Source: an optimization exercise on an open RTL-to-GDS flow (aim: small area and a short achievable clock period). Production flows keep margins and buffers that such runs may drop. In this exercise RTL edits were held to simulation tests only and were not proved equivalent to the original. No activity file was given, so power comes from the tool's default toggle rates.

Design fp_scaler, start of the top module:
module fp_scaler (
    input  wire        clk,
    input  wire        rst,        
    input  wire        in_valid,
    input  wire [31:0] x,
    input  wire [31:0] n,
    output reg         out_valid,
    output wire [31:0] y,
    output wire [4:0]  fflags
);
Size: roughly 1000 cells after synthesis, roughly 130 flip-flops, roughly 110 I/O pins, about 6900 sq um of cells after synthesis.
Settings: LEC_CHECK=0, ABC_AREA=1, CAP_MARGIN=20, CORE_MARGIN=2, CORE_UTILIZATION=40, CTS_BUF_LIST=sky130_fd_sc_hd__clkbuf_8, SETUP_SLACK_MARGIN=4.5, SLEW_MARGIN=20, BUFFER_PORTS_ARGS=-buffer_cell sky130_fd_sc_hd__buf_1; clock period 7.0 ns.
standard.sh (not shown) runs the stock make flow with config.mk's settings and CLKGATE_MAP_FILE= SYNTH_SCRIPT=/design/flow/synth_recipe.tcl, a recipe that flattens the netlist after the stock synthesis.
==> flow/flow/run.sh <==
#!/bin/bash
set -e
cd "$(dirname "$0")/.."
echo "export BUFFER_PORTS_ARGS = -buffer_cell sky130_fd_sc_hd__buf_1" >> config.mk
export BUFFER_PORTS_ARGS="-buffer_cell sky130_fd_sc_hd__buf_1"
bash standard.sh > standard.log 2>&1
The baseline completed with no timing, DRC or antenna violations.
Edit:
==> flow/run.sh (new file) <==
#!/bin/bash
# synth_recipe.tcl (not shown) runs the flow's synth.tcl, then flattens the netlist and writes it again
# the make line also repeats each setting of config.mk as NAME=value (left out here)
make -C /OpenROAD-flow-scripts/flow DESIGN_CONFIG=/design/flow/config.mk WORK_HOME=/design/flow/orfs CLKGATE_MAP_FILE= SYNTH_SCRIPT=/design/flow/synth_recipe.tcl finish
- BUFFER_PORTS_ARGS: -buffer_cell sky130_fd_sc_hd__buf_1 -> unset
- CTS_BUF_LIST: sky130_fd_sc_hd__clkbuf_8 -> unset
- SETUP_SLACK_MARGIN: 4.5 -> unset
removed: flow/flow/run.sh
removed: flow/standard.sh
Sequential share of layout area is lower by 1.1 points. Die area is unchanged. Global-route usage barely changes. Setup slack gets worse by 710 ps. Design area climbs by 2.5%. Utilization increases by 1.2 points. Worst hold slack got worse by 3.2 ps.

* * *

red:
The RTL this note starts from:
==> flow/design.v <==
module fp_exponent_adder (
    input  wire [10:0] a,
    input  wire [10:0] b,
    output wire [10:0] s,
    output wire [10:0] s1
);
    wire [10:0] g0 = a & b;
    wire [10:0] p0 = a ^ b;
    wire [10:0] g1, p1, g2, p2, g3, p3, g4, p4;
    genvar i;
    generate
        for (i = 0; i < 11; i = i + 1) begin : l1
            if (i % 2 == 1) begin : c
                assign g1[i] = g0[i] | (p0[i] & g0[i - 1]);
                assign p1[i] = p0[i] & p0[i - 1];
            end else begin : k
                assign g1[i] = g0[i];
                assign p1[i] = p0[i];
            end
        end
        for (i = 0; i < 11; i = i + 1) begin : l2
            if (i % 4 >= 2) begin : c
                assign g2[i] = g1[i] | (p1[i] & g1[i - (i % 4) + 1]);
                assign p2[i] = p1[i] & p1[i - (i % 4) + 1];
            end else begin : k
                assign g2[i] = g1[i];
                assign p2[i] = p1[i];
            end
        end
        for (i = 0; i < 11; i = i + 1) begin : l3
            if (i % 8 >= 4) begin : c
                assign g3[i] = g2[i] | (p2[i] & g2[i - (i % 8) + 3]);
                assign p3[i] = p2[i] & p2[i - (i % 8) + 3];
            end else begin : k
                assign g3[i] = g2[i];
                assign p3[i] = p2[i];
            end
        end
        for (i = 0; i < 11; i = i + 1) begin : l4
            if (i % 16 >= 8) begin : c
                assign g4[i] = g3[i] | (p3[i] & g3[7]);
                assign p4[i] = p3[i] & p3[7];
            end else begin : k
                assign g4[i] = g3[i];
                assign p4[i] = p3[i];
            end
        end
    endgenerate
    assign s  = p0 ^ {g4[9:0], 1'b0};
    assign s1 = p0 ^ {g4[9:0] | p4[9:0], 1'b1};
endmodule
module subnormal_normalizer (
    input  wire [22:0] m,
    output wire [4:0]  lz
);
    wire [31:0] w = {1'b0, m, 8'hFF};
    wire [15:0] v1;
    wire [15:0] c1;
    wire [7:0]  v2;
    wire [15:0] c2;
    wire [3:0]  v3;
    wire [11:0] c3;
    wire [1:0]  v4;
    wire [7:0]  c4;
    genvar i;
    generate
        for (i = 0; i < 16; i = i + 1) begin : g1
            assign v1[i] = w[2*i+1] | w[2*i];
            assign c1[i] = ~w[2*i+1];
        end
        for (i = 0; i < 8; i = i + 1) begin : g2
            assign v2[i] = v1[2*i+1] | v1[2*i];
            assign c2[2*i+1 -: 2] = v1[2*i+1] ? {1'b0, c1[2*i+1]} : {1'b1, c1[2*i]};
        end
        for (i = 0; i < 4; i = i + 1) begin : g3
            assign v3[i] = v2[2*i+1] | v2[2*i];
            assign c3[3*i+2 -: 3] = v2[2*i+1] ? {1'b0, c2[4*i+3 -: 2]} : {1'b1, c2[4*i+1 -: 2]};
        end
        for (i = 0; i < 2; i = i + 1) begin : g4
            assign v4[i] = v3[2*i+1] | v3[2*i];
            assign c4[4*i+3 -: 4] = v3[2*i+1] ? {1'b0, c3[6*i+5 -: 3]} : {1'b1, c3[6*i+2 -: 3]};
        end
    endgenerate
    assign lz = v4[1] ? {1'b0, c4[7:4]} : {1'b1, c4[3:0]};
endmodule
module overflow_underflow_detector (
    input  wire [24:0] a,
    input  wire [4:0]  amt,
    output wire [24:0] z,
    output wire        sticky
);
    wire [24:0] s4 = amt[4] ? {16'd0, a[24:16]}  : a;
    wire        k4 = amt[4] & (|a[15:0]);
    wire [24:0] s3 = amt[3] ? {8'd0, s4[24:8]}   : s4;
    wire        k3 = amt[3] & (|s4[7:0]);
    wire [24:0] s2 = amt[2] ? {4'd0, s3[24:4]}   : s3;
    wire        k2 = amt[2] & (|s3[3:0]);
    wire [24:0] s1 = amt[1] ? {2'd0, s2[24:2]}   : s2;
    wire        k1 = amt[1] & (|s2[1:0]);
    assign      z  = amt[0] ? {1'd0, s1[24:1]}   : s1;
    wire        k0 = amt[0] & s1[0];
    assign sticky = k4 | k3 | k2 | k1 | k0;
endmodule
module fp_scaler_core (
    input  wire        clk,
    input  wire [31:0] x,
    input  wire [31:0] n,
    output reg  [31:0] y,
    output reg  [4:0]  fflags
);
    genvar gi;
    wire [7:0]  e1 = x[30:23];
    wire [22:0] m1 = x[22:0];
    wire        h1 = |e1;
    wire [4:0]  lz1;
    subnormal_normalizer u_lz (.m(m1), .lz(lz1));
    wire        n_small = (n[31:9] == {23{n[31]}});
    wire [8:0]  em2 = {1'b0, e1} - 9'd2;
    reg         s_a, h_a, nonfin_a;
    reg  [22:0] m_a;
    reg  [8:0]  kk_a;      
    reg  [9:0]  n_a;       
    always @(posedge clk) begin
        s_a      <= x[31];
        m_a      <= m1;
        h_a      <= h1;
        nonfin_a <= &e1;
        kk_a     <= h1 ? em2 : {4'hF, ~lz1};
        n_a      <= n_small ? n[9:0] : {n[31], {9{~n[31]}}};
    end
    wire [10:0] w, w1;
    fp_exponent_adder u_add (.a({kk_a[8], kk_a[8], kk_a}), .b({n_a[9], n_a}),
                             .s(w), .s1(w1));
    wire t_pos   = ~w1[10];
    wire [4:0]  nn;
    assign nn[0] = n_a[0];
    assign nn[1] = n_a[1] ^ n_a[0];
    assign nn[2] = n_a[2] ^ (n_a[1] | n_a[0]);
    assign nn[3] = n_a[3] ^ (n_a[2] | n_a[1] | n_a[0]);
    assign nn[4] = n_a[4] ^ (n_a[3] | n_a[2] | n_a[1] | n_a[0]);
    wire        m_nz = |m_a;
    wire        dl   = ~h_a & ~n_a[9];         
    wire [4:0]  amt = h_a ? ((nonfin_a | t_pos) ? 5'd0 : ~w[4:0])
                          : (n_a[9] ? nn : (t_pos ? ~kk_a[4:0] : n_a[4:0]));
    wire [23:0] V = {h_a, m_a};
    wire [24:0] Vr;
    assign Vr[24] = 1'b0;
    generate for (gi = 0; gi < 24; gi = gi + 1) begin : g_rev
        assign Vr[gi] = V[23 - gi];
    end endgenerate
    reg         s_b, dl_b, zero_b, nonfin_b, nanq_b;
    reg  [24:0] si_b;
    reg  [4:0]  amt_b;
    reg  [10:0] w_b;
    always @(posedge clk) begin
        s_b      <= s_a;
        si_b     <= dl ? Vr : {V, 1'b0};
        amt_b    <= amt;
        dl_b     <= dl;
        zero_b   <= ~h_a & ~m_nz;
        nonfin_b <= nonfin_a;
        w_b      <= w;
        nanq_b   <= nonfin_a & m_nz;
    end
    wire [24:0] z;
    wire        sticky;
    overflow_underflow_detector u_sh (.a(si_b), .amt(amt_b), .z(z), .sticky(sticky));
    wire [22:0] vl;
    generate for (gi = 0; gi < 23; gi = gi + 1) begin : g_rev2
        assign vl[gi] = z[23 - gi];
    end endgenerate
    wire [22:0] q    = z[23:1];
    wire        rbit = z[0];
    wire        nx   = rbit | sticky;
    wire        up   = rbit & (sticky | q[0]);
    wire [23:0] ones;
    assign ones[0] = 1'b1;
    generate for (gi = 1; gi < 24; gi = gi + 1) begin : g_inc
        assign ones[gi] = &q[gi - 1:0];
    end endgenerate
    wire [23:0] qr = {1'b0, q} ^ ({24{up}} & ones);
    wire t_over  = ~w_b[10] & (w_b[9] | w_b[8] | ((&w_b[7:2]) & (w_b[1] | w_b[0])));   
    wire t_under =  w_b[10] & ~((&w_b[9:5]) & (w_b[4] | w_b[3]));                      
    wire tpos_b  = ~w_b[10] | (&w_b);                                                  
    wire of3     = ~zero_b & ~nonfin_b & t_over;
    wire uf3     = ~zero_b & ~nonfin_b & t_under;
    wire special = zero_b | nonfin_b | of3 | uf3;
    wire left_b  = ~special & dl_b;
    wire qch_b   = nonfin_b | (~special & ~dl_b);
    wire ff_b    = nonfin_b | of3;
    wire et_b    = ~special & tpos_b;
    wire of_b    = of3;
    wire uf_b    = uf3;
    wire        rnx = qch_b & nx;
    wire [7:0]  t8  = {w_b[7:1] + 7'd1, w_b[0]};    
    always @(posedge clk) begin
        y[31]    <= s_b;
        y[30:23] <= {8{ff_b}} | ({8{et_b}} & t8) | {7'd0, qch_b & qr[23]};
        y[22:0]  <= left_b ? vl :
                    qch_b  ? {qr[22] | nanq_b, qr[21:0]} : 23'd0;
        fflags   <= {nanq_b & ~si_b[23], 1'b0, of_b, uf_b | rnx, of_b | uf_b | rnx};
    end
endmodule
module fp_scaler (
    input  wire        clk,
    input  wire        rst,        
    input  wire        in_valid,
    input  wire [31:0] x,
    input  wire [31:0] n,
    output reg         out_valid,
    output wire [31:0] y,
    output wire [4:0]  fflags
);
    reg v_a, v_b;
    fp_scaler_core u_core (.clk(clk), .x(x), .n(n), .y(y), .fflags(fflags));
    always @(posedge clk) begin
        if (rst) begin
            v_a       <= 1'b0;
            v_b       <= 1'b0;
            out_valid <= 1'b0;
        end else begin
            v_a       <= in_valid;
            v_b       <= v_a;
            out_valid <= v_b;
        end
    end
endmodule
export LEC_CHECK = 0
export ABC_AREA = 1
export CAP_MARGIN = 20
export CORE_MARGIN = 2
export CORE_UTILIZATION = 62
export CTS_BUF_LIST = sky130_fd_sc_hd__clkbuf_8
export SETUP_SLACK_MARGIN = 4.5
export SLEW_MARGIN = 20
export BUFFER_PORTS_ARGS = -buffer_cell sky130_fd_sc_hd__buf_1
export CTS_ARGS = -sink_clustering_enable -repair_clock_nets -buf_list sky130_fd_sc_hd__clkbuf_8 -dont_use_dummy_load
create_clock -name core_clock -period 7.0 [get_ports {clk}]
==> flow/flow/run.sh <==
#!/bin/bash
set -e
cd "$(dirname "$0")/.."
{
  echo "export BUFFER_PORTS_ARGS = -buffer_cell sky130_fd_sc_hd__buf_1"
  echo "export CTS_ARGS = -sink_clustering_enable -repair_clock_nets -buf_list sky130_fd_sc_hd__clkbuf_8 -dont_use_dummy_load"
} >> config.mk
export BUFFER_PORTS_ARGS="-buffer_cell sky130_fd_sc_hd__buf_1"
export CTS_ARGS="-sink_clustering_enable -repair_clock_nets -buf_list sky130_fd_sc_hd__clkbuf_8 -dont_use_dummy_load"
bash standard.sh > standard.log 2>&1
Edits applied to the flow inputs when going from red to blue:
-- flow/config.mk --
<<< red, line 9
export CAP_MARGIN = 20
export CORE_MARGIN = 2
export CORE_UTILIZATION = 62
export CTS_BUF_LIST = sky130_fd_sc_hd__clkbuf_8
export SETUP_SLACK_MARGIN = 4.5
>>> blue, line 9
export CAP_MARGIN = 20
export CORE_MARGIN = 2
export CORE_UTILIZATION = 40
export CTS_BUF_LIST = sky130_fd_sc_hd__clkbuf_8
export SETUP_SLACK_MARGIN = 4.5
--- outcome ---
blue can be clocked faster than red. In the reports for blue and red, the larger final critical delay including setup and external delays belongs to red. The largest fanout on the critical path reported for blue is smaller than that of red by 1. NOTE: initial core utilization in blue falls short of that of red. red → blue: share of the clock period used by the worst path stayed essentially flat, total detailed-routing wirelength rose by about 1.2%, worst hold slack fell by 0.032 ns. As far as post-synthesis instance area goes, blue and red are indistinguishable; the numbers are identical. blue completed; timing, DRC and antenna clean. In summary, red completed successfully, with a layout that passed the timing, design-rule and antenna checks. blue has number of filler cells placed in the layout above what red had. Looking at internal power across blue and red, the one that comes out higher is blue. blue has first-pass GRT wire length above what red had.

==> re-timing with driven ports <==
Ports are ideal in the flow. The routed layouts listed here were re-timed in OpenROAD.
Step 1: set_driving_cell puts a clkbuf_16 on clk and a buf_2 on each other input, an assumption about the parent block.
Step 2 moves the port delays by t, midway between the first and last clock arrival at a register: inputs arrive t later, outputs are due t later. That takes back most of the time a late clock gives input paths.
a / b / c = ideal / step 1 / step 2; a / b = the first two.
run	shift t [ns]	setup WS [ns]	clock arrival spread, ns
the first run of note 1	0.488	4.555 / 4.555 / 4.108	0.023 / 0.023
the second run of note 1	0.454	3.841 / 3.841 / 3.680	0.010 / 0.009
red	0.473	4.571 / 4.586 / 4.113	0.026 / 0.026
blue	0.480	4.581 / 4.587 / 4.107	0.022 / 0.022
After both steps every run listed still meets setup and hold. The setup slack of blue, which loses most, moves by +0.006 ns with the drivers and by -0.474 ns with both steps.
